Context: an optimization exercise on an open-source flow, tuned for small area, a short achievable clock period and few clock cycles per item. The choices shown serve that exercise and are no tape-out recipe. Only simulation tests tie the RTL to the original design; equivalence was not proved. No activity file was given, so power comes from the tool's default toggle rates.

$ cat flow/flow/run.sh
#!/bin/bash
# Layout flow: the standard ORFS flow (standard.sh) with two changes.
#  - Ports are buffered with sky130_fd_sc_hd__buf_1 instead of the default
#    clkdlybuf4s50_1 (every input and output still gets its own buffer).
#  - Timing repair aims at a setup slack margin of 6.5 ns at the design's
#    12 ns clock (the SDC is unchanged).
# make's output goes to make.log; each ORFS step writes its own log under
# orfs/logs/.
set -euo pipefail
export BUFFER_PORTS_ARGS="-buffer_cell sky130_fd_sc_hd__buf_1"
bash standard.sh SETUP_SLACK_MARGIN=6.5 finish > make.log 2>&1
$ cat flow/config.mk
export PLATFORM = sky130hd
export DESIGN_NAME = md5_core
export DESIGN_NICKNAME = md5_core
export VERILOG_FILES = /design/flow/design.v
export SDC_FILE = /design/flow/constraint.sdc
export NUM_CORES = 4
export LEC_CHECK = 0
export CAP_MARGIN = 20
export CORE_MARGIN = 2
export CORE_UTILIZATION = 50
export CTS_BUF_LIST = sky130_fd_sc_hd__clkbuf_4 sky130_fd_sc_hd__clkbuf_8
export PLACE_DENSITY = 0.62
export SLEW_MARGIN = 20
export SYNTH_HIERARCHICAL = 1
$ cat flow/constraint.sdc
create_clock -name core_clock -period 12.0 [get_ports {clk}]
set_input_delay 2.4000 -clock core_clock [delete_from_list [all_inputs] [get_ports {clk}]]
set_output_delay 2.4000 -clock core_clock [all_outputs]
set_load 0.01 [all_outputs]
$ cat flow/standard.sh
#!/bin/bash
# synth_recipe.tcl (not shown) runs the flow's synth.tcl, then flattens the netlist and writes it again
# the make line also repeats each setting of config.mk as NAME=value (left out here)
make -C /OpenROAD-flow-scripts/flow DESIGN_CONFIG=/design/flow/config.mk WORK_HOME=/design/flow/orfs CLKGATE_MAP_FILE= SYNTH_SCRIPT=/design/flow/synth_recipe.tcl "${@:-finish}"
$ cat flow/design.v
module md5_core (
    input  wire         clk,
    input  wire         rst,       
    input  wire         start,     
    input  wire         first,     
    input  wire [511:0] block,     
    output wire         ready,
    output reg          done,
    output wire [127:0] digest     
);
    localparam [31:0] IV0 = 32'h67452301;
    localparam [31:0] IV1 = 32'hefcdab89;
    localparam [31:0] IV2 = 32'h98badcfe;
    localparam [31:0] IV3 = 32'h10325476;
    localparam [31:0] T0  = 32'hd76aa478;
    reg [31:0] x [0:15];           
    reg [31:0] b, c, d;            
    reg [31:0] p;                  
    reg [31:0] u, v;               
    reg [31:0] h0, h1, h2, h3;     
    reg  [5:0] r;                  
    reg        busy;               
    reg        fin;                
    reg        iv;                 
    reg  [3:0] gn;                 
    reg  [3:0] ra;                 
    reg  [3:0] rb;                 
    reg        rh;                 
    reg        last;               
    reg  [3:0] kn;                 
    assign ready  = !busy;
    assign digest = {h3, h2, h1, h0};
    wire accept = start && !busy;
    reg [31:0] tn;
    always @(*) begin
        case (r)
            6'd0: tn = 32'he8c7b756;
            6'd1: tn = 32'h242070db;
            6'd2: tn = 32'hc1bdceee;
            6'd3: tn = 32'hf57c0faf;
            6'd4: tn = 32'h4787c62a;
            6'd5: tn = 32'ha8304613;
            6'd6: tn = 32'hfd469501;
            6'd7: tn = 32'h698098d8;
            6'd8: tn = 32'h8b44f7af;
            6'd9: tn = 32'hffff5bb1;
            6'd10: tn = 32'h895cd7be;
            6'd11: tn = 32'h6b901122;
            6'd12: tn = 32'hfd987193;
            6'd13: tn = 32'ha679438e;
            6'd14: tn = 32'h49b40821;
            6'd15: tn = 32'hf61e2562;
            6'd16: tn = 32'hc040b340;
            6'd17: tn = 32'h265e5a51;
            6'd18: tn = 32'he9b6c7aa;
            6'd19: tn = 32'hd62f105d;
            6'd20: tn = 32'h02441453;
            6'd21: tn = 32'hd8a1e681;
            6'd22: tn = 32'he7d3fbc8;
            6'd23: tn = 32'h21e1cde6;
            6'd24: tn = 32'hc33707d6;
            6'd25: tn = 32'hf4d50d87;
            6'd26: tn = 32'h455a14ed;
            6'd27: tn = 32'ha9e3e905;
            6'd28: tn = 32'hfcefa3f8;
            6'd29: tn = 32'h676f02d9;
            6'd30: tn = 32'h8d2a4c8a;
            6'd31: tn = 32'hfffa3942;
            6'd32: tn = 32'h8771f681;
            6'd33: tn = 32'h6d9d6122;
            6'd34: tn = 32'hfde5380c;
            6'd35: tn = 32'ha4beea44;
            6'd36: tn = 32'h4bdecfa9;
            6'd37: tn = 32'hf6bb4b60;
            6'd38: tn = 32'hbebfbc70;
            6'd39: tn = 32'h289b7ec6;
            6'd40: tn = 32'heaa127fa;
            6'd41: tn = 32'hd4ef3085;
            6'd42: tn = 32'h04881d05;
            6'd43: tn = 32'hd9d4d039;
            6'd44: tn = 32'he6db99e5;
            6'd45: tn = 32'h1fa27cf8;
            6'd46: tn = 32'hc4ac5665;
            6'd47: tn = 32'hf4292244;
            6'd48: tn = 32'h432aff97;
            6'd49: tn = 32'hab9423a7;
            6'd50: tn = 32'hfc93a039;
            6'd51: tn = 32'h655b59c3;
            6'd52: tn = 32'h8f0ccc92;
            6'd53: tn = 32'hffeff47d;
            6'd54: tn = 32'h85845dd1;
            6'd55: tn = 32'h6fa87e4f;
            6'd56: tn = 32'hfe2ce6e0;
            6'd57: tn = 32'ha3014314;
            6'd58: tn = 32'h4e0811a1;
            6'd59: tn = 32'hf7537e82;
            6'd60: tn = 32'hbd3af235;
            6'd61: tn = 32'h2ad7d2bb;
            6'd62: tn = 32'heb86d391;
            6'd63: tn = 32'h00000000;
            default: tn = 32'h0;
        endcase
    end
    reg [3:0] kn2;
    always @(*) begin
        case (r)
            6'd0: kn2 = 4'd2;
            6'd1: kn2 = 4'd3;
            6'd2: kn2 = 4'd4;
            6'd3: kn2 = 4'd5;
            6'd4: kn2 = 4'd6;
            6'd5: kn2 = 4'd7;
            6'd6: kn2 = 4'd8;
            6'd7: kn2 = 4'd9;
            6'd8: kn2 = 4'd10;
            6'd9: kn2 = 4'd11;
            6'd10: kn2 = 4'd12;
            6'd11: kn2 = 4'd13;
            6'd12: kn2 = 4'd14;
            6'd13: kn2 = 4'd15;
            6'd14: kn2 = 4'd1;
            6'd15: kn2 = 4'd6;
            6'd16: kn2 = 4'd11;
            6'd17: kn2 = 4'd0;
            6'd18: kn2 = 4'd5;
            6'd19: kn2 = 4'd10;
            6'd20: kn2 = 4'd15;
            6'd21: kn2 = 4'd4;
            6'd22: kn2 = 4'd9;
            6'd23: kn2 = 4'd14;
            6'd24: kn2 = 4'd3;
            6'd25: kn2 = 4'd8;
            6'd26: kn2 = 4'd13;
            6'd27: kn2 = 4'd2;
            6'd28: kn2 = 4'd7;
            6'd29: kn2 = 4'd12;
            6'd30: kn2 = 4'd5;
            6'd31: kn2 = 4'd8;
            6'd32: kn2 = 4'd11;
            6'd33: kn2 = 4'd14;
            6'd34: kn2 = 4'd1;
            6'd35: kn2 = 4'd4;
            6'd36: kn2 = 4'd7;
            6'd37: kn2 = 4'd10;
            6'd38: kn2 = 4'd13;
            6'd39: kn2 = 4'd0;
            6'd40: kn2 = 4'd3;
            6'd41: kn2 = 4'd6;
            6'd42: kn2 = 4'd9;
            6'd43: kn2 = 4'd12;
            6'd44: kn2 = 4'd15;
            6'd45: kn2 = 4'd2;
            6'd46: kn2 = 4'd0;
            6'd47: kn2 = 4'd7;
            6'd48: kn2 = 4'd14;
            6'd49: kn2 = 4'd5;
            6'd50: kn2 = 4'd12;
            6'd51: kn2 = 4'd3;
            6'd52: kn2 = 4'd10;
            6'd53: kn2 = 4'd1;
            6'd54: kn2 = 4'd8;
            6'd55: kn2 = 4'd15;
            6'd56: kn2 = 4'd6;
            6'd57: kn2 = 4'd13;
            6'd58: kn2 = 4'd4;
            6'd59: kn2 = 4'd11;
            6'd60: kn2 = 4'd2;
            6'd61: kn2 = 4'd9;
            6'd62: kn2 = 4'd0;
            6'd63: kn2 = 4'd0;
            default: kn2 = 4'd0;
        endcase
    end
    wire [31:0] f = (b & u) | (~b & v);
    wire [31:0] tmp;
    md5_add32 u_tmp (.a(p), .b(f), .s(tmp));
    wire [31:0] rot;
    md5_rot u_rot (.t(tmp), .h(h1), .ra(ra), .rb(rb), .rh(rh), .y(rot));
    wire [31:0] sum_b;                 
    md5_add32 u_sb (.a(b), .b(rot), .s(sum_b));
    wire [31:0] sum_c = tmp;           
    wire [31:0] sum_d = h3 + d;        
    wire [31:0] pa = busy ? d : (first ? IV0 : h0);
    wire [31:0] pm = busy ? (last ? h0 : x[kn]) : block[31:0];
    wire [31:0] pk = busy ? tn : T0;
    wire [31:0] psum = pa + pm + pk;
    wire [31:0] un = ({32{gn[0]}} & b) | ({32{gn[1]}} & (b | c)) |
                     ({32{gn[2]}} & ~(b ^ c)) | ({32{gn[3]}} & ~b);
    wire [31:0] vn = ({32{gn[0]}} & c) | ({32{gn[1]}} & (b & ~c)) |
                     ({32{gn[2]}} & (b ^ c)) | ({32{gn[3]}} & ~(b ^ c));
    wire [31:0] c0 = first ? IV2 : (fin ? sum_c : c);
    wire [31:0] d0 = first ? IV3 : (fin ? sum_d : d);
    integer i;
    always @(posedge clk) begin
        if (!busy)
            for (i = 0; i < 16; i = i + 1)
                x[i] <= block[32*i +: 32];
    end
    wire       busy_n = !rst && (busy ? !last : start);
    wire [5:0] r_n    = (rst || !busy) ? 6'd0 : r + 6'd1;
    wire [5:0] r_n1   = r_n + 6'd1;
    reg [3:0] ra_n, rb_n;
    always @(*) begin
        case ({r_n[5:4], r_n[1:0]})
            4'd0: begin ra_n = 4'b1000; rb_n = 4'b0001; end
            4'd1: begin ra_n = 4'b1000; rb_n = 4'b0010; end
            4'd2: begin ra_n = 4'b1000; rb_n = 4'b0100; end
            4'd3: begin ra_n = 4'b0100; rb_n = 4'b1000; end
            4'd4: begin ra_n = 4'b0010; rb_n = 4'b0001; end
            4'd5: begin ra_n = 4'b0001; rb_n = 4'b0010; end
            4'd6: begin ra_n = 4'b0001; rb_n = 4'b0100; end
            4'd7: begin ra_n = 4'b0001; rb_n = 4'b1000; end
            4'd8: begin ra_n = 4'b0001; rb_n = 4'b0001; end
            4'd9: begin ra_n = 4'b0100; rb_n = 4'b0010; end
            4'd10: begin ra_n = 4'b0100; rb_n = 4'b0100; end
            4'd11: begin ra_n = 4'b1000; rb_n = 4'b1000; end
            4'd12: begin ra_n = 4'b0100; rb_n = 4'b0001; end
            4'd13: begin ra_n = 4'b0010; rb_n = 4'b0010; end
            4'd14: begin ra_n = 4'b0010; rb_n = 4'b0100; end
            4'd15: begin ra_n = 4'b0010; rb_n = 4'b1000; end
        endcase
    end
    always @(posedge clk) begin
        gn   <= 4'b0001 << r_n1[5:4];
        ra   <= busy_n ? ra_n : 4'd0;
        rb   <= busy_n ? rb_n : 4'd0;
        rh   <= !busy_n;
        last <= busy_n && (r_n == 6'd63);
        kn   <= busy ? kn2 : 4'd1;
    end
    always @(posedge clk) begin
        if (busy) begin
            if (last) begin
                u <= b;  v <= b;
            end else begin
                u <= un; v <= vn;
            end
        end else begin
            u <= c0; v <= d0;
        end
    end
    always @(posedge clk) begin
        if (rst) begin
            busy <= 1'b0;
            fin  <= 1'b0;
            done <= 1'b0;
            r    <= 6'd0;
        end else begin
            done <= fin;
            fin  <= busy && last;
            if (busy) begin
                r <= r + 6'd1;
                if (last) begin
                    busy <= 1'b0;
                    h0   <= psum;
                end
                if (r == 6'd0 && iv) begin
                    h0 <= IV0; h1 <= IV1; h2 <= IV2; h3 <= IV3;
                end
            end else begin
                if (fin) begin
                    h1 <= sum_b; h2 <= sum_c; h3 <= sum_d;
                end
                if (accept) begin
                    busy <= 1'b1;
                    iv   <= first;
                end
            end
        end
    end
    always @(posedge clk) begin
        if (busy) begin
            b <= sum_b;
            c <= b;
            d <= c;
        end else if (fin && !(accept && first)) begin
            b <= sum_b;
            c <= sum_c;
            d <= sum_d;
        end else if (accept && first) begin
            b <= IV1;
            c <= IV2;
            d <= IV3;
        end else begin
            b <= h1;
            c <= h2;
            d <= h3;
        end
        p <= (busy && last) ? h2 : psum;
    end
endmodule
module md5_add32 (
    input  wire [31:0] a,
    input  wire [31:0] b,
    output wire [31:0] s
);
    wire g0_0 = a[0] & b[0];
    wire p0_0 = a[0] ^ b[0];
    wire g0_1 = a[1] & b[1];
    wire p0_1 = a[1] ^ b[1];
    wire g0_2 = a[2] & b[2];
    wire p0_2 = a[2] ^ b[2];
    wire g0_3 = a[3] & b[3];
    wire p0_3 = a[3] ^ b[3];
    wire g0_4 = a[4] & b[4];
    wire p0_4 = a[4] ^ b[4];
    wire g0_5 = a[5] & b[5];
    wire p0_5 = a[5] ^ b[5];
    wire g0_6 = a[6] & b[6];
    wire p0_6 = a[6] ^ b[6];
    wire g0_7 = a[7] & b[7];
    wire p0_7 = a[7] ^ b[7];
    wire g0_8 = a[8] & b[8];
    wire p0_8 = a[8] ^ b[8];
    wire g0_9 = a[9] & b[9];
    wire p0_9 = a[9] ^ b[9];
    wire g0_10 = a[10] & b[10];
    wire p0_10 = a[10] ^ b[10];
    wire g0_11 = a[11] & b[11];
    wire p0_11 = a[11] ^ b[11];
    wire g0_12 = a[12] & b[12];
    wire p0_12 = a[12] ^ b[12];
    wire g0_13 = a[13] & b[13];
    wire p0_13 = a[13] ^ b[13];
    wire g0_14 = a[14] & b[14];
    wire p0_14 = a[14] ^ b[14];
    wire g0_15 = a[15] & b[15];
    wire p0_15 = a[15] ^ b[15];
    wire g0_16 = a[16] & b[16];
    wire p0_16 = a[16] ^ b[16];
    wire g0_17 = a[17] & b[17];
    wire p0_17 = a[17] ^ b[17];
    wire g0_18 = a[18] & b[18];
    wire p0_18 = a[18] ^ b[18];
    wire g0_19 = a[19] & b[19];
    wire p0_19 = a[19] ^ b[19];
    wire g0_20 = a[20] & b[20];
    wire p0_20 = a[20] ^ b[20];
    wire g0_21 = a[21] & b[21];
    wire p0_21 = a[21] ^ b[21];
    wire g0_22 = a[22] & b[22];
    wire p0_22 = a[22] ^ b[22];
    wire g0_23 = a[23] & b[23];
    wire p0_23 = a[23] ^ b[23];
    wire g0_24 = a[24] & b[24];
    wire p0_24 = a[24] ^ b[24];
    wire g0_25 = a[25] & b[25];
    wire p0_25 = a[25] ^ b[25];
    wire g0_26 = a[26] & b[26];
    wire p0_26 = a[26] ^ b[26];
    wire g0_27 = a[27] & b[27];
    wire p0_27 = a[27] ^ b[27];
    wire g0_28 = a[28] & b[28];
    wire p0_28 = a[28] ^ b[28];
    wire g0_29 = a[29] & b[29];
    wire p0_29 = a[29] ^ b[29];
    wire g0_30 = a[30] & b[30];
    wire p0_30 = a[30] ^ b[30];
    wire g0_31 = a[31] & b[31];
    wire p0_31 = a[31] ^ b[31];
    wire gn0 = g0_1 | (p0_1 & g0_0);
    wire pn0 = p0_1 & p0_0;
    wire gn1 = g0_3 | (p0_3 & g0_2);
    wire pn1 = p0_3 & p0_2;
    wire gn2 = g0_5 | (p0_5 & g0_4);
    wire pn2 = p0_5 & p0_4;
    wire gn3 = g0_7 | (p0_7 & g0_6);
    wire pn3 = p0_7 & p0_6;
    wire gn4 = g0_9 | (p0_9 & g0_8);
    wire pn4 = p0_9 & p0_8;
    wire gn5 = g0_11 | (p0_11 & g0_10);
    wire pn5 = p0_11 & p0_10;
    wire gn6 = g0_13 | (p0_13 & g0_12);
    wire pn6 = p0_13 & p0_12;
    wire gn7 = g0_15 | (p0_15 & g0_14);
    wire pn7 = p0_15 & p0_14;
    wire gn8 = g0_17 | (p0_17 & g0_16);
    wire pn8 = p0_17 & p0_16;
    wire gn9 = g0_19 | (p0_19 & g0_18);
    wire pn9 = p0_19 & p0_18;
    wire gn10 = g0_21 | (p0_21 & g0_20);
    wire pn10 = p0_21 & p0_20;
    wire gn11 = g0_23 | (p0_23 & g0_22);
    wire pn11 = p0_23 & p0_22;
    wire gn12 = g0_25 | (p0_25 & g0_24);
    wire pn12 = p0_25 & p0_24;
    wire gn13 = g0_27 | (p0_27 & g0_26);
    wire pn13 = p0_27 & p0_26;
    wire gn14 = g0_29 | (p0_29 & g0_28);
    wire pn14 = p0_29 & p0_28;
    wire gn15 = g0_31 | (p0_31 & g0_30);
    wire pn15 = p0_31 & p0_30;
    wire gn16 = g0_2 | (p0_2 & gn0);
    wire pn16 = p0_2 & pn0;
    wire gn17 = gn1 | (pn1 & gn0);
    wire pn17 = pn1 & pn0;
    wire gn18 = g0_6 | (p0_6 & gn2);
    wire pn18 = p0_6 & pn2;
    wire gn19 = gn3 | (pn3 & gn2);
    wire pn19 = pn3 & pn2;
    wire gn20 = g0_10 | (p0_10 & gn4);
    wire pn20 = p0_10 & pn4;
    wire gn21 = gn5 | (pn5 & gn4);
    wire pn21 = pn5 & pn4;
    wire gn22 = g0_14 | (p0_14 & gn6);
    wire pn22 = p0_14 & pn6;
    wire gn23 = gn7 | (pn7 & gn6);
    wire pn23 = pn7 & pn6;
    wire gn24 = g0_18 | (p0_18 & gn8);
    wire pn24 = p0_18 & pn8;
    wire gn25 = gn9 | (pn9 & gn8);
    wire pn25 = pn9 & pn8;
    wire gn26 = g0_22 | (p0_22 & gn10);
    wire pn26 = p0_22 & pn10;
    wire gn27 = gn11 | (pn11 & gn10);
    wire pn27 = pn11 & pn10;
    wire gn28 = g0_26 | (p0_26 & gn12);
    wire pn28 = p0_26 & pn12;
    wire gn29 = gn13 | (pn13 & gn12);
    wire pn29 = pn13 & pn12;
    wire gn30 = g0_30 | (p0_30 & gn14);
    wire pn30 = p0_30 & pn14;
    wire gn31 = gn15 | (pn15 & gn14);
    wire pn31 = pn15 & pn14;
    wire gn32 = g0_4 | (p0_4 & gn17);
    wire pn32 = p0_4 & pn17;
    wire gn33 = gn2 | (pn2 & gn17);
    wire pn33 = pn2 & pn17;
    wire gn34 = gn18 | (pn18 & gn17);
    wire pn34 = pn18 & pn17;
    wire gn35 = gn19 | (pn19 & gn17);
    wire pn35 = pn19 & pn17;
    wire gn36 = g0_12 | (p0_12 & gn21);
    wire pn36 = p0_12 & pn21;
    wire gn37 = gn6 | (pn6 & gn21);
    wire pn37 = pn6 & pn21;
    wire gn38 = gn22 | (pn22 & gn21);
    wire pn38 = pn22 & pn21;
    wire gn39 = gn23 | (pn23 & gn21);
    wire pn39 = pn23 & pn21;
    wire gn40 = g0_20 | (p0_20 & gn25);
    wire pn40 = p0_20 & pn25;
    wire gn41 = gn10 | (pn10 & gn25);
    wire pn41 = pn10 & pn25;
    wire gn42 = gn26 | (pn26 & gn25);
    wire pn42 = pn26 & pn25;
    wire gn43 = gn27 | (pn27 & gn25);
    wire pn43 = pn27 & pn25;
    wire gn44 = g0_28 | (p0_28 & gn29);
    wire pn44 = p0_28 & pn29;
    wire gn45 = gn14 | (pn14 & gn29);
    wire pn45 = pn14 & pn29;
    wire gn46 = gn30 | (pn30 & gn29);
    wire pn46 = pn30 & pn29;
    wire gn47 = gn31 | (pn31 & gn29);
    wire pn47 = pn31 & pn29;
    wire gn48 = g0_8 | (p0_8 & gn35);
    wire pn48 = p0_8 & pn35;
    wire gn49 = gn4 | (pn4 & gn35);
    wire pn49 = pn4 & pn35;
    wire gn50 = gn20 | (pn20 & gn35);
    wire pn50 = pn20 & pn35;
    wire gn51 = gn21 | (pn21 & gn35);
    wire pn51 = pn21 & pn35;
    wire gn52 = gn36 | (pn36 & gn35);
    wire pn52 = pn36 & pn35;
    wire gn53 = gn37 | (pn37 & gn35);
    wire pn53 = pn37 & pn35;
    wire gn54 = gn38 | (pn38 & gn35);
    wire pn54 = pn38 & pn35;
    wire gn55 = gn39 | (pn39 & gn35);
    wire pn55 = pn39 & pn35;
    wire gn56 = g0_24 | (p0_24 & gn43);
    wire pn56 = p0_24 & pn43;
    wire gn57 = gn12 | (pn12 & gn43);
    wire pn57 = pn12 & pn43;
    wire gn58 = gn28 | (pn28 & gn43);
    wire pn58 = pn28 & pn43;
    wire gn59 = gn29 | (pn29 & gn43);
    wire pn59 = pn29 & pn43;
    wire gn60 = gn44 | (pn44 & gn43);
    wire pn60 = pn44 & pn43;
    wire gn61 = gn45 | (pn45 & gn43);
    wire pn61 = pn45 & pn43;
    wire gn62 = gn46 | (pn46 & gn43);
    wire pn62 = pn46 & pn43;
    wire gn63 = gn47 | (pn47 & gn43);
    wire pn63 = pn47 & pn43;
    wire gn64 = g0_16 | (p0_16 & gn55);
    wire pn64 = p0_16 & pn55;
    wire gn65 = gn8 | (pn8 & gn55);
    wire pn65 = pn8 & pn55;
    wire gn66 = gn24 | (pn24 & gn55);
    wire pn66 = pn24 & pn55;
    wire gn67 = gn25 | (pn25 & gn55);
    wire pn67 = pn25 & pn55;
    wire gn68 = gn40 | (pn40 & gn55);
    wire pn68 = pn40 & pn55;
    wire gn69 = gn41 | (pn41 & gn55);
    wire pn69 = pn41 & pn55;
    wire gn70 = gn42 | (pn42 & gn55);
    wire pn70 = pn42 & pn55;
    wire gn71 = gn43 | (pn43 & gn55);
    wire pn71 = pn43 & pn55;
    wire gn72 = gn56 | (pn56 & gn55);
    wire pn72 = pn56 & pn55;
    wire gn73 = gn57 | (pn57 & gn55);
    wire pn73 = pn57 & pn55;
    wire gn74 = gn58 | (pn58 & gn55);
    wire pn74 = pn58 & pn55;
    wire gn75 = gn59 | (pn59 & gn55);
    wire pn75 = pn59 & pn55;
    wire gn76 = gn60 | (pn60 & gn55);
    wire pn76 = pn60 & pn55;
    wire gn77 = gn61 | (pn61 & gn55);
    wire pn77 = pn61 & pn55;
    wire gn78 = gn62 | (pn62 & gn55);
    wire pn78 = pn62 & pn55;
    wire gn79 = gn63 | (pn63 & gn55);
    wire pn79 = pn63 & pn55;
    assign s = {p0_31 ^ gn78, p0_30 ^ gn77, p0_29 ^ gn76, p0_28 ^ gn75, p0_27 ^ gn74, p0_26 ^ gn73, p0_25 ^ gn72, p0_24 ^ gn71, p0_23 ^ gn70, p0_22 ^ gn69, p0_21 ^ gn68, p0_20 ^ gn67, p0_19 ^ gn66, p0_18 ^ gn65, p0_17 ^ gn64, p0_16 ^ gn55, p0_15 ^ gn54, p0_14 ^ gn53, p0_13 ^ gn52, p0_12 ^ gn51, p0_11 ^ gn50, p0_10 ^ gn49, p0_9 ^ gn48, p0_8 ^ gn35, p0_7 ^ gn34, p0_6 ^ gn33, p0_5 ^ gn32, p0_4 ^ gn17, p0_3 ^ gn16, p0_2 ^ gn0, p0_1 ^ g0_0, p0_0};
endmodule
module md5_rot (
    input  wire [31:0] t,
    input  wire [31:0] h,
    input  wire  [3:0] ra,
    input  wire  [3:0] rb,
    input  wire        rh,
    output wire [31:0] y
);
    wire [31:0] y1 = ({32{ra[0]}} & t) | ({32{ra[1]}} & {t[30:0], t[31:31]}) |
                     ({32{ra[2]}} & {t[29:0], t[31:30]}) | ({32{ra[3]}} & {t[28:0], t[31:29]});
    assign y = ({32{rb[0]}} & {y1[27:0], y1[31:28]}) | ({32{rb[1]}} & {y1[22:0], y1[31:23]}) |
               ({32{rb[2]}} & {y1[17:0], y1[31:18]}) | ({32{rb[3]}} & {y1[11:0], y1[31:12]}) | ({32{rh}} & h);
endmodule
==> results.txt, run 1 <==
Synthesis
The count of flip-flops with a built-in enable after synthesis is 641. Yosys printed 8 warnings. The number of distinct standard cells referenced by the synthesized netlist is 91. For this run, asynchronously set or reset flops after synthesis account for 0. The post-synthesis sequential area ratio is 0.511. sky130_fd_sc_hd__edfxtp_1 takes more of the synthesized area than any other cell. In the post-synthesis netlist, the cell with the most instances is sky130_fd_sc_hd__edfxtp_1.

The most used flip-flop cell after synthesis is sky130_fd_sc_hd__edfxtp_1. The summed instance area of the synthesized netlist is about 48000 um2. Counting flops and latches in the post-synthesis netlist gives between 800 and 900. In the post-synthesis netlist, the biggest area contributors are sky130_fd_sc_hd__edfxtp_1 41%, sky130_fd_sc_hd__dfxtp_1 11%, sky130_fd_sc_hd__ha_1 5.7%, sky130_fd_sc_hd__a22oi_1 4.9%, sky130_fd_sc_hd__nand2_1 3.8%. The number of nets produced by synthesis is between 5000 and 6000. The area share of the largest cell type after synthesis is 0.405. The commonest cells after synthesis are 641 x sky130_fd_sc_hd__edfxtp_1, 477 x sky130_fd_sc_hd__nand2_1, 311 x sky130_fd_sc_hd__a22oi_1.

In this run the mean area of a mapped cell was approximately 11 um2. The synthesized netlist cell count is 4521.

Placement
Buffers placed on the I/O ports in this run total 645. Summed over all nets, the half-perimeter wirelength after detailed placement is roughly 150000 um. The total placed cells including tap cells is ~6200.

The routability congestion estimate is slightly above 1.

Clock network
The TritonCTS clock tree is built. The clock passes through at most 3 buffers. The number of clock sinks is roughly 900.

In this run the number of H-tree levels came out at 4. The CTS clock-pin slew for the worst setup and hold paths is about 0.06 ns. The total CTS buffers is 153. Clock tree synthesis selected as its root buffer the cell sky130_fd_sc_hd__clkbuf_8. The hold-fix buffer count after cts is 0.

The clock reaches the later pin of the worst-skew pair after approximately 0.87 ns.

Critical path
STA classifies the critical path endpoint as a flop. The worst register-to-register path begins at b[0]. By startpoint and endpoint, the worst setup path is classified as reg -> reg. At the worst endpoint, the arrival time is around 6.4 ns. The worst register-to-register path has a depth of 24.

The minimum setup slack among reg-to-reg paths is around 6.2 ns. The reg-to-reg critical path endpoint is h1[19]. The kind of start point of the critical path is a flop. The maximum fanout along the worst path is 5. Data on the critical path is required at its endpoint by 12.61 ns.

Floorplan
The die covers between 90000 and 100000 um2. Measured along the x axis, the die boundary spans ~310 um. The placeable core region is about 95000 um2. The effective utilization at floorplan is 0.502. Measured along the y axis, the die boundary spans between 300 and 400 um. For this design the top-level I/O count stands at roughly 650. The number of placement rows is 113.

Min path
The launch point of the worst hold path is h1[8]. The min-delay analysis places its worst path in the category reg -> reg. Counting instances, the worst hold path has a depth of 2.

The sink of the worst hold path is b[8].

Power and ir drop
In this run the power density over the cells is roughly 190 nW/um2. VDD sags by at most around 0.12 mV. The internal power summed over all cells is approximately 7 mW. Of the total power, the share spent switching nets is 0.373. The switching power total is around 4.1 mW.

Of the total power, combinational logic draws 0.378. The power share of the clock group is 0.258. Summed over all cells, the static leakage comes to approximately 21 nW. The share of total power dissipated in sequential elements is 0.363.

GRT
The total global-route track usage is 0.413. For this run the aggregate overflow at the end of global routing stands at 0. The number of global-route vias before repair is ~40000. The first-pass GRT wire length is about 290000 um. Entering global routing, the biggest net connects 175 pins.

The number of antenna violations at the first check in global routing is 40.

Finish
The number of nets in the layout is about 6000. The fraction of layout cells with a size suffix above 1 is 0.173. The number of flip-flops under the largest register name is just over 500.

The non-filler instance count after layout is between 6000 and 7000. The largest register by flop count is x. Compared with the post-synthesis result, the final layout area differs by 20.3%.

Routing
The routed length per instance is 31.2 um. The detail route stage leaves a number of antenna-violating nets equal to 0. The average via count per standard cell is approximately 6.5. The total number of vias is 43000.

The number of DRC markers after the initial detailed-route iteration is between 5000 and 6000. In the routed design, unresolved DRC markers number 0. After detailed routing, the total wire length is 207000 um.

The first detailed-routing pass ran for 12 iterations.

Timing
The total negative slack for setup checks is 0 ns. The clock period could shrink to about 5.8 ns. The maximum operating frequency is 0.174 GHz. Dividing the final minimum period by the clock period gives 0.480. The number of hold violations in the final report is 0. The transition time of the tightest slew-check pin is between 1 and 1.5 ns. Setup repair after global routing could not meet its margin everywhere.

The final count of pins violating max slew is 0. The worst pin sits at a relative slew slack of 0.248. On the final layout, the worst clock skew is around 0.050 ns. Setup violations remaining at the end of the flow were counted as 0.

Outcome
The flow ran to the end and the layout has no timing, DRC or antenna violations.

Run
The max capacitance violation total is 0.
==> worst max path at each step <==
stage          startpoint  endpoint  slack (ns)  cells after the start
6_report             b[0]    h1[19]        6.24                     24
5_1_grt              b[0]    h1[27]        6.12                     23
4_1_cts              b[0]    h1[26]        6.35                     22
3_5_place_dp        first    h0[30]        5.15                     16
3_3_place_gp        first    h0[30]        5.23                     16
2_1_floorplan       first    h0[20]        6.29                     17
==> cell usage in the layout (no fill, tap or decap), types with 27 or more instances in the layout <==
| cell | instances |
|---|---|
| sky130_fd_sc_hd__a211oi_1 | 31 |
| sky130_fd_sc_hd__a21o_1 | 42 |
| sky130_fd_sc_hd__a21oi_1 | 279 |
| sky130_fd_sc_hd__a221oi_1 | 51 |
| sky130_fd_sc_hd__a222oi_1 | 32 |
| sky130_fd_sc_hd__a22o_1 | 34 |
| sky130_fd_sc_hd__a22oi_1 | 300 |
| sky130_fd_sc_hd__a22oi_2 | 29 |
| sky130_fd_sc_hd__a31oi_1 | 36 |
| sky130_fd_sc_hd__and2_1 | 32 |
| sky130_fd_sc_hd__buf_1 | 644 |
| sky130_fd_sc_hd__buf_4 | 155 |
| sky130_fd_sc_hd__buf_6 | 27 |
| sky130_fd_sc_hd__clkbuf_4 | 69 |
| sky130_fd_sc_hd__clkbuf_8 | 172 |
| sky130_fd_sc_hd__dfxtp_1 | 215 |
| sky130_fd_sc_hd__dfxtp_4 | 30 |
| sky130_fd_sc_hd__diode_2 | 33 |
| sky130_fd_sc_hd__edfxtp_1 | 641 |
| sky130_fd_sc_hd__fa_1 | 36 |
| sky130_fd_sc_hd__ha_1 | 170 |
| sky130_fd_sc_hd__ha_4 | 30 |
| sky130_fd_sc_hd__inv_1 | 177 |
| sky130_fd_sc_hd__mux2_2 | 42 |
| sky130_fd_sc_hd__mux2i_1 | 36 |
| sky130_fd_sc_hd__nand2_1 | 457 |
| sky130_fd_sc_hd__nand2_2 | 29 |
| sky130_fd_sc_hd__nand3_1 | 97 |
| sky130_fd_sc_hd__nand4_1 | 43 |
| sky130_fd_sc_hd__nor2_1 | 223 |
| sky130_fd_sc_hd__nor2b_1 | 36 |
| sky130_fd_sc_hd__nor3_1 | 36 |
| sky130_fd_sc_hd__o211ai_1 | 64 |
| sky130_fd_sc_hd__o21ai_0 | 222 |
| sky130_fd_sc_hd__o21bai_1 | 27 |
| sky130_fd_sc_hd__o22ai_1 | 104 |
| sky130_fd_sc_hd__or2_2 | 44 |
| sky130_fd_sc_hd__xnor2_1 | 58 |
| sky130_fd_sc_hd__xor2_1 | 39 |
==> modules after synthesis, one instance, submodules excluded <==
module	times used	area, um2	cells	flops+latches
md5_add32	2	1550	202	0
md5_rot	1	1540	219	0
md5_core	1	42900	3898	892
==> kinds of logic (layout without fill, tap and decap cells) <==
logic type                 Yosys count  in the layout  share of synthesized area
other                                0             33                          0
muxes                               84             84                     0.0195
DFF                                892            892                      0.511
adders and majority gates          260            260                     0.0753
AOI/OAI and AO/OA                 1514           1514                      0.221
buffers and inverters              502           1322                     0.0411
xor gates and xnor gates           113            113                     0.0208
and+or+nand+nor                   1156           1158                      0.111
==> power groups by stage <==
stage	clock (mW)	combinational [mW]	sequential (mW)
2_1_floorplan	0	2.29	3.94
3_3_place_gp	0	3.31	4.07
3_5_place_dp	0	3.33	4.07
4_1_cts	2.89	3.77	4.02
5_1_grt	3.02	4.47	4.05
6_report	2.88	4.21	4.04
==> per-layer routing <==
metal | vias up | global-route usage | share of wire
met5 | - | 0 | 0.00036
met4 | 12 | 0.231 | 0.063
met3 | 608 | 0.0954 | 0.10
met2 | 2815 | 0.651 | 0.46
met1 | 20900 | 0.525 | 0.38
li1 | 18600 | - | -
==> metrics by stage <==
stage	worst slack [ns]	area, um2	power, mW	hold slack (ns)	utilization
2_1_floorplan	6.29	47700	6.22	0.469	-
3_3_place_gp	5.23	51200	7.38	0.514	0.541
3_5_place_dp	5.15	51200	7.41	0.522	0.541
4_1_cts	6.35	55900	10.7	0.544	0.591
5_1_grt	6.12	57100	11.5	0.578	0.604
6_report	6.24	57200	11.1	0.534	0.604
==> critical path, stage by stage (launching register included) <==
cell,delay (ns)
sky130_fd_sc_hd__dfxtp_4,0.35
sky130_fd_sc_hd__mux2_4,0.21
sky130_fd_sc_hd__ha_4,0.12
sky130_fd_sc_hd__inv_2,0.03
sky130_fd_sc_hd__fa_2,0.35
sky130_fd_sc_hd__nand2b_4,0.17
sky130_fd_sc_hd__a211oi_4,0.34
sky130_fd_sc_hd__o211ai_4,0.21
sky130_fd_sc_hd__a211oi_4,0.40
sky130_fd_sc_hd__nor3_2,0.08
sky130_fd_sc_hd__o32a_4,0.28
sky130_fd_sc_hd__a22oi_2,0.18
sky130_fd_sc_hd__nand2_2,0.10
sky130_fd_sc_hd__a222oi_1,0.53
sky130_fd_sc_hd__nand2_1,0.19
sky130_fd_sc_hd__ha_1,0.33
sky130_fd_sc_hd__o211ai_1,0.15
sky130_fd_sc_hd__a211oi_4,0.27
sky130_fd_sc_hd__o211ai_4,0.19
sky130_fd_sc_hd__buf_4,0.18
sky130_fd_sc_hd__buf_6,0.12
sky130_fd_sc_hd__a21boi_4,0.18
sky130_fd_sc_hd__a31oi_1,0.14
sky130_fd_sc_hd__xnor2_1,0.17
sky130_fd_sc_hd__or2_4,0.23
==> layout make-up <==
type                       instances  area (um2)
antenna                           33        82.6
tap                             1265        1580
clock inverter                    42         290
multi-input combinational       3129       22900
inverter                         193         732
timing repair buffer             848        4310
fill                            8117       37400
clock buffer                     239        2860
sequential                       892       24400
==> what timing repair did <==
item	in CTS	in global routing
gates cloned	4	0
endpoints found under the setup margin	99	74
pin swaps	72	120
gates resized for setup	223	166
setup buffers	64	57
hold endpoints to repair	0	0
Testbench counts, summed over its fixed seeds: cycles 52,203, blocks 803.
==> run 2, diff against run 1 <==
--- a/flow/config.mk
+++ b/flow/config.mk
@@ -6,9 +6,10 @@
 export NUM_CORES = 4
 export LEC_CHECK = 0
 export CAP_MARGIN = 20
+export CELL_PAD_IN_SITES_DETAIL_PLACEMENT = 1
 export CORE_MARGIN = 2
-export CORE_UTILIZATION = 50
+export CORE_UTILIZATION = 45
 export CTS_BUF_LIST = sky130_fd_sc_hd__clkbuf_4 sky130_fd_sc_hd__clkbuf_8
-export PLACE_DENSITY = 0.62
+export PLACE_DENSITY = 0.55
 export SLEW_MARGIN = 20
 export SYNTH_HIERARCHICAL = 1
==> run 2 against run 1 <==
Against the previous run: still clean on timing, DRC and antenna; routed wire length up 8.1%; clock-buffer cell count is 17 lower; combinational power rose by 1%; fmax is 3.6% lower; critical endpoint is now h1[8]; largest power group unchanged.
==> results.txt, run 2 <==
Outcome
The flow ran to the end and the layout has no timing, DRC or antenna violations.

Routing
After detailed routing, the average wire length per cell comes to roughly 33 um. The antenna violation net count after detailed routing is 0. The number of DRC markers after the initial detailed-route iteration is roughly 5600. The total number of vias is between 40000 and 50000. After detailed routing, the number of remaining DRC violations is 0. The average via count per standard cell is approximately 6.5.

The final wirelength is between 200000 and 250000 um. The first detailed-routing pass ran for 10 iterations.

Synthesis
The biggest area contributor in the post-synthesis netlist is sky130_fd_sc_hd__edfxtp_1. The number of nets produced by synthesis is ~5300. Counting instances in the post-synthesis netlist gives the leading cell types as 641 x sky130_fd_sc_hd__edfxtp_1, 477 x sky130_fd_sc_hd__nand2_1, 311 x sky130_fd_sc_hd__a22oi_1. The post-synthesis sequential area ratio is 0.511. The share of synthesized registers carrying an async set or reset is 0. Ranked by total cell area, the synthesized netlist is headed by sky130_fd_sc_hd__edfxtp_1 41%, sky130_fd_sc_hd__dfxtp_1 11%, sky130_fd_sc_hd__ha_1 5.7%, sky130_fd_sc_hd__a22oi_1 4.9%, sky130_fd_sc_hd__nand2_1 3.8%.

Among all flip-flop cells after synthesis, the most frequent one is sky130_fd_sc_hd__edfxtp_1. In this run, synthesis inferred around 640 flip-flops with an integrated enable. The cell count after synthesis came out at approximately 4500. The area share of the largest cell type after synthesis is 0.405. In this run, synthesis produced a sequential element count of between 800 and 900. Yosys mapped the design onto roughly 90 distinct sky130hd cell types. The cell area that synthesis handed to floorplanning was between 40000 and 50000 um2.

The synthesized area divided by synthesized cell count is 10.5 um2. The Yosys step of the flow raised 8 warnings. The most instantiated library cell after synthesis is sky130_fd_sc_hd__edfxtp_1.

Finish
The library cell used most frequently in the layout, excluding fill and tap cells, is sky130_fd_sc_hd__buf_1. Across the whole layout, storage elements account for between 20000 and 25000 um2. In the final layout, the share of cells above drive strength 1 is 0.170. The largest register by flop count is x. The relative area change from synthesis to final layout is 21.1%. Summing all multi-input logic gate instances after layout gives approximately 23000 um2. The net count of the finished layout is about 6000. The register with the most flip-flops in the layout has 512 of them. Leaving out fill and tap cells, the most frequent cells in the layout are 644 x sky130_fd_sc_hd__buf_1, 641 x sky130_fd_sc_hd__edfxtp_1, 464 x sky130_fd_sc_hd__nand2_1. The fraction of the core area covered by cells at the end of the flow is 0.548. The layout has about 12000 filler cells.

Timing
Setup repair after global routing could not meet its margin everywhere. The number of hold violations in the final report is 0. The maximum operating frequency is about 0.17 GHz. The final cycle utilization of the critical path is 0.498. The worst pin sits at a relative slew slack of 0.198. The final count of pins violating max slew was 0. The final clock skew is between 0.05 and 0.06 ns. The final critical-path required period is 5.97 ns. Setup violations remaining at the end of the flow were counted as 0. The total negative slack for setup checks is 0 ns. The transition time of the tightest slew-check pin is around 1.2 ns.

Clock network
The H-tree was split into 4 levels. For this design, the sink count on the clock tree is slightly below 900. The total CTS buffers is between 150 and 200. The longest clock path from root to sink contains 3 buffers. The latest clock arrival within the worst-skew pair is ~0.89 ns. The CTS clock-pin slew for the worst setup and hold paths is about 0.080 ns. The TritonCTS clock tree is built.

The clock root buffer is sky130_fd_sc_hd__clkbuf_8.

GRT
The first-pass GRT wire length is 309000 um. The number of global-route vias before repair is approximately 43000. For this run, the total global-route usage over all layers was measured as 0.395.

Entering global routing, the biggest net connects 181 pins. The number of antenna violations at the first check in global routing was 65. The residual overflow from global routing is 0.

Critical path
The kind of start point of the critical path is a flop. In this run the worst path has a maximum fanout of 5. For the worst setup path, the data arrival time is 6.59 ns. The worst setup path is of the reg -> reg kind. The worst register-to-register path begins at b[19].

Tracing the worst setup path back leads to its startpoint at b[19]. The type of destination of the critical path is a flop. For the worst setup path, the data required time is between 10 and 15 ns.

Floorplan
The effective utilization at floorplan is 0.453. The total die area is 108000 um2. The die is approximately 330 um wide. The vertical die dimension is between 300 and 400 um. The placeable core region is roughly 100000 um2.

The number of placement rows is 119. During I/O placement, the number of pins put on the boundary was ~650.

Run
Max-cap violations in this run came to 0.

Power and ir drop
The power density relative to cell area is between 150 and 200 nW/um2. The static leakage power is roughly 21 nW. IR analysis of the VDD net gives a maximum drop of roughly 0.11 mV.

Min path
The min-delay analysis places its worst path in the category reg -> reg. The startpoint identified for the worst hold timing path is h1[8].

Placement
Port buffering added about 650 buffers. Detailed placement finished with a half-perimeter wire length of between 150000 and 200000 um. Routability-driven placement finished with a final weighted congestion of 0.941.
[run 2: cell types whose count changed in the layout (fill, tap and decap cells not counted), sizes merged]
cell	previous run	this run
buf	844	843
bufbuf	2	3
bufinv	0	5
clkbuf	241	228
clkinv	34	55
clkinvlp	3	4
diode	33	51
inv	198	197
or2	59	58
[run 2: cell families after synthesis]
family | count (synthesis) | synth area share
xor+xnor | 113 | 0.0208
buf+inv | 502 | 0.0411
mux | 84 | 0.0195
flops | 892 | 0.511
fa+ha+maj | 260 | 0.0753
simple gates | 1156 | 0.111
compound gates | 1514 | 0.221
[run 2: where the power goes]
group          switching [mW]  internal (mW)  total (mW)  leakage, nW
sequential              0.323           3.76        4.08         8.48
combinational            2.58           1.68        4.26         11.1
clock                    1.44           1.61        3.04         1.74
[run 2: metrics by stage]
step                hold WS (ns)  setup WS [ns]  area [um2]  instances  power (mW)
finish                     0.555           6.03       57500       6797        11.4
global route               0.572           5.90       57500       6793        11.8
CTS                        0.538           6.24       56100       6680        10.9
detailed placement         0.539           5.25       51400       6327        7.52
global placement           0.541           5.34       51400       6327        7.45
floorplan                  0.469           6.29       47700       4521        6.22
[run 2: area by class of cell]
cell class                 count  share of cell area
clock inverter                68             0.00913
timing repair buffer         852              0.0778
tap                         1391              0.0302
inverter                     193              0.0128
multi-input combinational   3128               0.396
clock buffer                 222              0.0479
sequential                   892               0.424
antenna                       51             0.00222
[run 2: layer usage]
metal  part of all wire  track usage
met1               0.38        0.500
met2               0.47        0.630
met3              0.097       0.0893
met4              0.058        0.215
met5            0.00069            0
[run 2: timing repair]
action	in CTS	in global routing
hold buffers	0	0
endpoints found under the setup margin	104	73
gates cloned	4	4
pin swaps	62	105
buffers inserted	59	62
gates resized for setup	212	160
endpoints found under the hold margin	0	0
[run 2: path summary, 6_finish.rpt]
kind	to	slack, ns	depth (start not counted)
setup / recovery	h1[8]	6.03	23
hold / removal	b[8]	0.56	2
setup reg to reg	h1[8]	6.03	23
hold reg to reg	b[8]	0.56	2
[run 2: critical path, cell delays in order (launching register included)]
cell and delay [ns]:
sky130_fd_sc_hd__dfxtp_4 0.37, sky130_fd_sc_hd__mux2_4 0.32, sky130_fd_sc_hd__ha_4 0.25, sky130_fd_sc_hd__a21o_1 0.21
sky130_fd_sc_hd__a221oi_4 0.40, sky130_fd_sc_hd__a22oi_4 0.12, sky130_fd_sc_hd__a31o_4 0.25, sky130_fd_sc_hd__o21a_1 0.20
sky130_fd_sc_hd__o32a_4 0.42, sky130_fd_sc_hd__a22oi_2 0.20, sky130_fd_sc_hd__nand2_2 0.09, sky130_fd_sc_hd__a222oi_1 0.61
sky130_fd_sc_hd__nand2_1 0.23, sky130_fd_sc_hd__ha_4 0.33, sky130_fd_sc_hd__o211ai_1 0.14, sky130_fd_sc_hd__buf_4 0.17
sky130_fd_sc_hd__a21oi_2 0.11, sky130_fd_sc_hd__nor2b_2 0.06, sky130_fd_sc_hd__nor2b_1 0.15, sky130_fd_sc_hd__o21a_1 0.17
sky130_fd_sc_hd__nor2_2 0.06, sky130_fd_sc_hd__fa_2 0.58, sky130_fd_sc_hd__inv_2 0.04, sky130_fd_sc_hd__or2_4 0.21
[run 2: per-module statistics from Yosys (local to each module, per instance)]
| module | cells | copies in the design | cell area [um2] | flip-flops and latches |
|---|---|---|---|---|
| md5_add32 | 202 | 2 | 1550 | 0 |
| md5_core | 3898 | 1 | 42900 | 892 |
| md5_rot | 219 | 1 | 1540 | 0 |
==> run 3, diff against run 2 <==
==> flow/config.mk (replaced) <==
export PLATFORM = sky130hd
export DESIGN_NAME = md5_core
export DESIGN_NICKNAME = md5_core
export VERILOG_FILES = /design/flow/design.v
export SDC_FILE = /design/flow/constraint.sdc
export NUM_CORES = 4
export LEC_CHECK = 0
export ABC_AREA = 1
export CAP_MARGIN = 20
export CELL_PAD_IN_SITES_DETAIL_PLACEMENT = 1
export CORE_MARGIN = 2
export CORE_UTILIZATION = 45
export CTS_BUF_LIST = sky130_fd_sc_hd__clkbuf_16
export CTS_CLUSTER_DIAMETER = 60
export CTS_CLUSTER_SIZE = 30
export PLACE_DENSITY = 0.55
export SLEW_MARGIN = 20
export SYNTH_HIERARCHICAL = 1
==> run 3 against run 2 <==
Against the previous run: still clean; synthesized area increased by 3.4%; first-iteration DRC count decreased by 6.7%; combinational power decreased by 12%; global-route usage increased by 0.65 points; hold slack got worse by 0.012 ns; clock-buffer cell count decreased by 131; die area increased by 3.3%; critical path type unchanged; critical endpoint is now h0[28].
==> results.txt, run 3 <==
Timing
The maximum operating frequency is 0.187 GHz. The number of hold violations in the final report is 0. Dividing the final minimum period by the clock period gives 0.446.

The total of endpoints with negative setup slack in the final report is 0. For the final database, setup skew stands at 0.0452 ns. Subtracting the final worst setup slack from the clock period gives approximately 5.3 ns. Setup repair after global routing could not meet its margin everywhere. For the pin with the worst max-slew slack, the measured transition is ~1.3 ns. The final count of pins violating max slew is 0. Measured against its own limit, the worst slew margin works out to 0.163. Summed over all failing endpoints, the final setup total negative slack is 0 ns.

Power and ir drop
The share of total power dissipated in combinational logic is 0.340. The internal power summed over all cells is ~6.5 mW. The power share of the clock group is 0.292.

The register share of total power is 0.368. The worst-case IR drop observed on VDD is between 0.1 and 0.15 mV. The design draws ~11 mW. For this design the static power due to leakage is around 24 nW.

The power density relative to cell area is around 190 nW/um2. Of the total power, the share spent switching nets is 0.410. For this design the total switching power over the nets is between 4 and 5 mW.

Synthesis
The synthesized design contains around 640 enable-type register cells. The netlist uses 58 different library cells. The share of synthesized registers carrying an async set or reset is 0. The area share of the largest cell type after synthesis is 0.392.

For this run, the register share of the synthesized area comes to 0.494. The most used flip-flop cell after synthesis is sky130_fd_sc_hd__edfxtp_1. The number of nets produced by synthesis is 6583. Summing every instance area after synthesis gives a little under 50000 um2. Synthesis produced a netlist whose cell count is 5807. A synthesized cell averages between 8 and 9 um2.

Yosys instantiated no cell more often than sky130_fd_sc_hd__nand2_1. By count the netlist is led by 1674 x sky130_fd_sc_hd__nand2_1, 641 x sky130_fd_sc_hd__edfxtp_1, 537 x sky130_fd_sc_hd__inv_1. After synthesis, the cell types taking the most area are sky130_fd_sc_hd__edfxtp_1 39%, sky130_fd_sc_hd__nand2_1 13%, sky130_fd_sc_hd__dfxtp_1 10%, sky130_fd_sc_hd__ha_1 5.5%, sky130_fd_sc_hd__inv_1 4.1%. Counting flops and latches in the post-synthesis netlist gives 892.

Of all cell types, the one taking the most synthesized area is sky130_fd_sc_hd__edfxtp_1. The number of synthesis warnings is 8.

Floorplan
The width of the chip is approximately 330 um. The placeable core region is ~110000 um2. The effective utilization at floorplan is 0.453. The number of placement rows is between 100 and 150. The number of top-level pins is 646. The vertical die dimension is roughly 330 um. The die covers between 100000 and 150000 um2.

Run
The max capacitance violation total is 0.

Critical path
The signal arrival time at the worst endpoint is between 5 and 6 ns. The classification of the worst setup path is reg -> reg. Of all nets on the critical path, the largest fanout is 34.

The number of cells on the worst reg-to-reg path is 20. The kind of start point of the critical path is a flop. At the worst endpoint, the required time is around 12 ns. The type of destination of the critical path is a flop.

Clock network
The number of clock sinks is 892. The hold-fix buffer count after cts is 0. In this run the deepest clock path goes through 3 buffers. Clock-pin slew was measured on the worst setup and hold paths at 0.08 ns. CTS built an H-tree with a depth of 3. The clock root buffer is sky130_fd_sc_hd__clkbuf_16. The latest clock arrival within the worst-skew pair is about 0.73 ns. TritonCTS built the clock tree. The total CTS buffers is 90.

Finish
From synthesis to final layout, the design area changed by 16.1%. Of the cells placed in the final design, the portion with a size suffix greater than 1 is 0.0739. The number of nets in the layout is about 7200. The non-filler instance count after layout is a little under 8000. The register with the most flip-flops in the layout has ~510 of them. Leaving out fill and tap cells, the most frequent cell in the layout is sky130_fd_sc_hd__nand2_1. In the layout the commonest cells are 1662 x sky130_fd_sc_hd__nand2_1, 644 x sky130_fd_sc_hd__buf_1, 641 x sky130_fd_sc_hd__edfxtp_1.

The register with the most flip-flops in the final layout is x.

Min path
The tightest min-delay check is of the reg -> reg type. The count of cells along the worst hold path is 2.

Placement
The routability congestion estimate is a little under 1. The wire-length estimate of the detail-placed layout is 173000 um. Counting tap cells, the placed design contains a total of approximately 7700 instances. The number of port buffers is approximately 650.

Routing
The number of DRC markers after the initial detailed-route iteration is 5200. The antenna violation net count after detailed routing is 0. In the final routed layout, each cell accounts on average for roughly 30 um.

The DRC violation count after routing is 0. The pre-antenna-repair detailed-routing pass consisted of 6 iterations. The average via count per standard cell is 5.96. The routed layout has around 47000 vias.

The final wirelength is between 200000 and 250000 um.

GRT
Summed over all layers, the global routing overflow is 0. The first global-routing pass estimated around 330000 um of wire. The number of antenna violations at the first check in global routing is 66. The total global-route track usage is 0.402.

The number of global-route vias before repair was roughly 47000. The pin count of the biggest net entering global routing is 196.

Outcome
The run finished with no timing, DRC or antenna violations.
==> run 3: changes by cell type in the layout (fill, tap and decap cells not counted), sizes merged, moves of 46 or more <==
cell and change:
a22oi -317, buf -110, clkbuf -136, inv +399, mux2 -46, nand2 +1214, nand3 +145, nor2 +310
o21ai +162
==> run 3: power groups by stage <==
stage	Clock (mW)	Sequential [mW]	Combinational (mW)
3_5_place_dp	0	4.08	3.45
3_3_place_gp	0	4.07	3.34
2_1_floorplan	0	3.94	2.23
4_1_cts	3.22	4.02	3.56
6_report	3.20	4.03	3.73
5_1_grt	3.32	4.04	4.05
==> run 3: final timing paths <==
kind         start     end  slack, ns
max          kn[2]  h0[28]       6.65
max reg2reg  kn[2]  h0[28]       6.65
min reg2reg  h2[1]    p[1]       0.54
min          h2[1]    p[1]       0.54
==> run 3: kinds of logic after synthesis <==
| kind of cell | after synthesis | synth area share |
|---|---|---|
| buf+inv | 811 | 0.0655 |
| fa+ha+maj | 260 | 0.0728 |
| xor+xnor | 66 | 0.0119 |
| compound gates | 1054 | 0.128 |
| simple gates | 2724 | 0.228 |
| flops | 892 | 0.494 |
==> run 3: through the flow <==
step | setup slack (ns) | util | area [um2] | hold WS (ns)
after global placement | 5.29 | 0.488 | 52900 | 0.514
after floorplan | 6.48 | - | 49100 | 0.426
final | 6.65 | 0.525 | 57000 | 0.543
after CTS | 6.51 | 0.522 | 56600 | 0.531
after detailed placement | 5.25 | 0.488 | 52900 | 0.512
after global routing | 6.44 | 0.525 | 57000 | 0.546
==> run 3: area by class of cell <==
class	count	area (um2)
multi-input combinational	4105	22100
tap	1414	1770
fill	13000	51500
clock inverter	79	1110
clock buffer	91	2280
antenna	51	128
sequential	892	24300
inverter	561	2120
timing repair inverter	1	5.00
timing repair buffer	735	3220
==> run 3: modules after synthesis, one instance, submodules excluded <==
module	copies in the design	area (um2)	cells
md5_core	1	43500	4638
md5_rot	1	2260	549
md5_add32	2	1700	310
==> run 3: per-layer routing <==
layer / vias up / share of wire / global-route usage
li1: 20900 / - / -
met5: - / 0.00087 / 0.00217
met2: 2354 / 0.46 / 0.632
met4: 32 / 0.059 / 0.222
met1: 23400 / 0.39 / 0.511
met3: 513 / 0.096 / 0.0944
==> run 3: worst max-delay path, stage by stage, from the launching register on <==
cell and delay [ns]:
sky130_fd_sc_hd__dfxtp_1 0.47, sky130_fd_sc_hd__nor2_4 0.11, sky130_fd_sc_hd__nand2_4 0.29, sky130_fd_sc_hd__buf_4 0.49
sky130_fd_sc_hd__nand4_1 0.15, sky130_fd_sc_hd__nor3_1 0.50, sky130_fd_sc_hd__a31oi_1 0.30, sky130_fd_sc_hd__o21bai_2 0.39
sky130_fd_sc_hd__fa_1 0.48, sky130_fd_sc_hd__inv_1 0.07, sky130_fd_sc_hd__ha_1 0.29, sky130_fd_sc_hd__a21oi_1 0.23
sky130_fd_sc_hd__o21ai_0 0.14, sky130_fd_sc_hd__nor2_1 0.30, sky130_fd_sc_hd__o21ai_1 0.21, sky130_fd_sc_hd__nand2_1 0.10
sky130_fd_sc_hd__nand2_1 0.10, sky130_fd_sc_hd__nand2_1 0.13, sky130_fd_sc_hd__nand3b_1 0.08, sky130_fd_sc_hd__nand2_1 0.11
sky130_fd_sc_hd__nor2_1 0.05
==> run 3: timing repair <==
item,CTS,global route
resized for setup,41,62
setup buffers,17,6
setup endpoints to repair,78,81
cloned,2,1
pin swaps,11,5
==> run 4, diff against run 3 <==
==> flow/flow/run.sh (replaced) <==
#!/bin/bash
# Layout flow: the standard ORFS flow (standard.sh) with two changes.
#  - Ports are buffered with sky130_fd_sc_hd__buf_1 instead of the default
#    clkdlybuf4s50_1 (every input and output still gets its own buffer).
#  - Timing repair aims at a setup slack margin of 7.2 ns at the design's
#    12 ns clock (the SDC is unchanged).
# make's output goes to make.log; each ORFS step writes its own log under
# orfs/logs/.
set -euo pipefail
export BUFFER_PORTS_ARGS="-buffer_cell sky130_fd_sc_hd__buf_1"
bash standard.sh SETUP_SLACK_MARGIN=7.2 finish > make.log 2>&1
==> run 4 against run 3 <==
Against the previous run: sequential share of layout area down 1.9 points; flip-flop and latch count unchanged; hold slack worse by 0.0079 ns; design area up 4.9%; die area unchanged; setup slack better by 0.18 ns; utilization up 2.6 points; sequential power about the same; final cell count up 0.87%; via count up 1.7%; first-iteration DRC count down 1.1%; clock-buffer cell count up 4; critical path type unchanged; largest cell class unchanged.
==> results.txt, run 4 <==
Outcome
The flow ran to the end and the layout has no timing, DRC or antenna violations.

GRT
The total global-route track usage is 0.406. The residual overflow from global routing is 0. The number of global-route vias before repair is 47300. The pin count of the biggest net entering global routing is roughly 190. The first-pass GRT wire length is between 300000 and 400000 um. The number of antenna violations at the first check in global routing is 61.

Synthesis
The summed instance area of the synthesized netlist is around 49000 um2. The most instantiated library cell after synthesis is sky130_fd_sc_hd__nand2_1. The share of synthesized registers carrying an async set or reset is 0. Yosys mapped the design onto 58 distinct sky130hd cell types. The number of synthesis warnings is 8. In the post-synthesis netlist, the biggest area contributors are sky130_fd_sc_hd__edfxtp_1 39%, sky130_fd_sc_hd__nand2_1 13%, sky130_fd_sc_hd__dfxtp_1 10%, sky130_fd_sc_hd__ha_1 5.5%, sky130_fd_sc_hd__inv_1 4.1%.

Of the post-synthesis cell area, the part taken by muxes is 0. By area, the combinational part of the netlist is dominated by simple AND/OR/NAND/NOR gates. After technology mapping, the gate count stands at just under 6000. By count the netlist is led by 1674 x sky130_fd_sc_hd__nand2_1, 641 x sky130_fd_sc_hd__edfxtp_1, 537 x sky130_fd_sc_hd__inv_1. The number of nets produced by synthesis is 6583. The area share of the largest cell type after synthesis is 0.392. Of the total synthesized cell area, the portion taken by full adders, half adders and majority gates is 0.0728. The leading area contributor after synthesis is sky130_fd_sc_hd__edfxtp_1. Synthesis inferred 892 register bits. The post-synthesis sequential area ratio is 0.494.

The synthesized design contains around 640 enable-type register cells. Of the total synthesized cell area, the portion taken by XOR and XNOR cells is 0.0119. The share of the synthesized area in compound gates (AO/OA/AOI/OAI) is 0.128. Dividing the synthesized area by the synthesized cell count gives approximately 8.5 um2. The most used flip-flop cell after synthesis is sky130_fd_sc_hd__edfxtp_1.

The area fraction in and, or, nand and nor cells after synthesis is 0.228.

Floorplan
In this run the horizontal extent of the chip is 334 um. The placeable core region is around 110000 um2. The number of top-level pins is around 650. The die covers ~110000 um2. The number of placement rows is 121.

The initial utilization of the core area, before any placement, comes to 0.453. The vertical die dimension is about 330 um.

Run
The max capacitance violation total is 0.

Critical path
The worst register-to-register path begins at b[10]. By instance count, the cell type seen most on the critical path is sky130_fd_sc_hd__nand2_2. The critical path is of the reg -> reg type. The depth of the worst register-to-register path is 34. Along the worst path, the maximum fanout reaches 6. The type of destination of the critical path is a flop.

The kind of start point of the critical path is a flop. STA puts the critical path data required time at ~12 ns. STA puts the critical path data arrival time at between 5 and 6 ns. The largest single stage delay on the critical path is 0.52 ns.

The minimum setup slack among reg-to-reg paths is approximately 6.8 ns. In this run the critical register-to-register path is captured at h1[16]. The cell at the slowest stage of the critical path is sky130_fd_sc_hd__fa_2.

Min path
The launch point of the worst hold path is c[31]. The count of cells along the worst hold path is 2. The sink of the worst hold path is d[31].

The path type of the worst min-delay path is reg -> reg.

Routing
In the routed layout, each cell is associated on average with a via count of between 6 and 7. The first detailed-routing pass ran for 8 iterations. The routed layout has 48000 vias. In the routed design, unresolved DRC markers number 0. The routed length per instance is 29.6 um. The number of DRC markers after the initial detailed-route iteration is 5145.

The detail route stage leaves a number of antenna-violating nets equal to 0. The final wirelength is between 200000 and 250000 um.

Clock network
The number of clock sinks is a little under 900. After clock tree synthesis, the clock-pin slew on the worst setup and hold paths is around 0.07 ns. The total CTS buffers is 94. Hold repair after CTS inserted 0 buffers.

Clock latency on the worst-skew pair, taken at its later pin, is 0.74 ns. The H-tree was split into 3 levels. The root buffer cell chosen for the clock tree is sky130_fd_sc_hd__clkbuf_16. The TritonCTS clock tree is built.

In this run the deepest clock path goes through 3 buffers.

Timing
The transition time of the tightest slew-check pin is roughly 1.1 ns. The final cycle utilization of the critical path is 0.431. The maximum operating frequency is roughly 0.19 GHz. The total of endpoints with negative setup slack in the final report is 0. Setup repair after global routing could not meet its margin everywhere. The total negative slack for setup checks is 0 ns. The final critical-path required period is ~5.2 ns.

The worst slew margin relative to its limit is 0.254. The final clock skew is about 0.043 ns. The number of hold violations in the final report is 0. The final count of pins violating max slew is 0.

Finish
Once layout is complete, the utilization of the core stands at 0.551. Excluding fillers, the count of instances in the completed layout stands at approximately 8000. Leaving out fill and tap cells, the most frequent cells in the layout are 1576 x sky130_fd_sc_hd__nand2_1, 644 x sky130_fd_sc_hd__buf_1, 641 x sky130_fd_sc_hd__edfxtp_1. The register with the most flip-flops in the layout has roughly 500 of them. The number of nets in the layout is slightly above 7000. x holds more flip-flops than any other register.

The fraction of layout cells with a size suffix above 1 is 0.138. After filler insertion, the fill cell instance count of the layout stands at around 13000. From synthesis to final layout, the design area changed by 21.8%. The most frequent standard cell in the layout excluding fill and tap cells is sky130_fd_sc_hd__nand2_1.

Placement
At the end of routability-driven placement, the weighted congestion stood at about 0.99. The half-perimeter wire length of the detailed placement result is roughly 170000 um. Buffers placed on the I/O ports in this run total about 650. The total placed cells including tap cells is approximately 7700.

Power and ir drop
Across the VDD grid, the largest voltage drop is 0.122 mV. The static leakage power is approximately 25 nW. The power density relative to cell area is between 150 and 200 nW/um2.

Total power for the finished layout comes to 11.8 mW.
## run 4: cell types whose count changed in the layout (fill, tap and decap cells not counted), moves of 26 or more
cell / previous run / this run
sky130_fd_sc_hd__nand2_1: 1662 / 1576
sky130_fd_sc_hd__nand2_2: 32 / 100
sky130_fd_sc_hd__buf_4: 76 / 129
sky130_fd_sc_hd__ha_1: 215 / 169
sky130_fd_sc_hd__a21oi_1: 254 / 210
sky130_fd_sc_hd__ha_4: 2 / 42
sky130_fd_sc_hd__a21oi_2: 8 / 44
sky130_fd_sc_hd__nor2_1: 497 / 464
sky130_fd_sc_hd__nand3_1: 251 / 225
## run 4: worst max path at each step
stage          slack (ns)  depth (start not counted)  start     end
6_report             6.83                         34  b[10]  h1[16]
5_1_grt              6.70                         35  b[10]   h1[7]
4_1_cts              6.91                         37   b[0]  h1[16]
3_5_place_dp         5.57                         15  first  h0[22]
3_3_place_gp         5.63                         16  first  h0[31]
2_1_floorplan        6.48                          4   busy   ready
## run 4: critical path: cells and delay by family, from the launching register on
family	cells	cell delay, ns
buf+inv	8	0.51
xor+xnor	1	0.31
flops	1	0.44
simple gates	20	1.92
fa+ha+maj	5	1.70
## run 4: logic make-up after synthesis
group / after synthesis
simple gates: 2724
buf+inv: 811
flops: 892
fa+ha+maj: 260
xor+xnor: 66
compound gates: 1054
## run 4: final cells by class
cell class | instances | area (um2) | area share
sequential | 892 | 24400 | 0.407
multi-input combinational | 4104 | 24000 | 0.400
timing repair buffer | 813 | 4040 | 0.0675
clock buffer | 95 | 2380 | 0.0397
inverter | 561 | 2150 | 0.0359
tap | 1414 | 1770 | 0.0296
clock inverter | 82 | 1090 | 0.0182
antenna | 36 | 90.1 | 0.00151
timing repair inverter | 1 | 5.00 | 0.0000837
## run 4: modules after synthesis (local to each module, per instance)
module     copies in the design  cells inside
md5_add32                     2           310
md5_core                      1          4638
md5_rot                       1           549
## run 4: stage by stage
| step | setup slack, ns | hold slack (ns) | instance area (um2) |
|---|---|---|---|
| floorplan | 6.48 | 0.426 | 49300 |
| global placement | 5.63 | 0.501 | 53000 |
| detailed placement | 5.57 | 0.516 | 53000 |
| CTS | 6.91 | 0.540 | 58100 |
| global route | 6.70 | 0.541 | 59800 |
| finish | 6.83 | 0.536 | 59800 |
## run 4: repair_timing
action	CTS	global route
setup endpoints to repair	185	136
cloned	5	0
pin swaps	62	102
buffers inserted	52	47
gates resized for setup	265	298
## run 4: layer usage
metal  track usage  up-vias  part of all wire
met5             0        -            0.0013
met1         0.514    23900              0.38
met2         0.648     2428              0.46
met4         0.212       50             0.062
li1              -    21100                 -
met3        0.0930      572             0.096
## run 4: report_power, final
part	switching, mW	leakage (nW)	internal [mW]
clock	1.58	1.67	1.66
sequential	0.299	8.48	3.75
combinational	2.95	14.8	1.55

## what the ideal ports hide
How much do the figures lean on ideal ports? The routed layouts below were timed once more, with nothing changed but the port constraints. Step 1 sets driving cells, clkbuf_16 on the clock port and buf_2 on the other inputs (assumed; they add their load-dependent delay and slew). Step 2 moves the port delays by t, midway between the first and last clock arrival at a register: inputs arrive t later, outputs are due t later. That takes back most of the time a late clock gives input paths. Three values: ideal ports, drivers, drivers and shift; two values: the first two.
| run | t (ns) | slack for setup (ns) | worst slew at a driven data input, ns | cell pins on the clock port's net |
|---|---|---|---|---|
| run 1 | 0.924 | 6.239 / 6.239 / 5.712 | 0.16 | 1 |
| run 2 | 0.944 | 6.026 / 6.026 / 5.622 | 0.19 | 1 |
| run 3 | 0.784 | 6.651 / 6.651 / 5.946 | 0.22 | 1 |
| run 4 | 0.803 | 6.834 / 6.834 / 6.426 | 0.21 | 1 |
After both steps setup and hold are still met in every run listed. The setup slack of run 3, which loses most, moves by 0.000 ns with the drivers and by -0.705 ns with both steps.
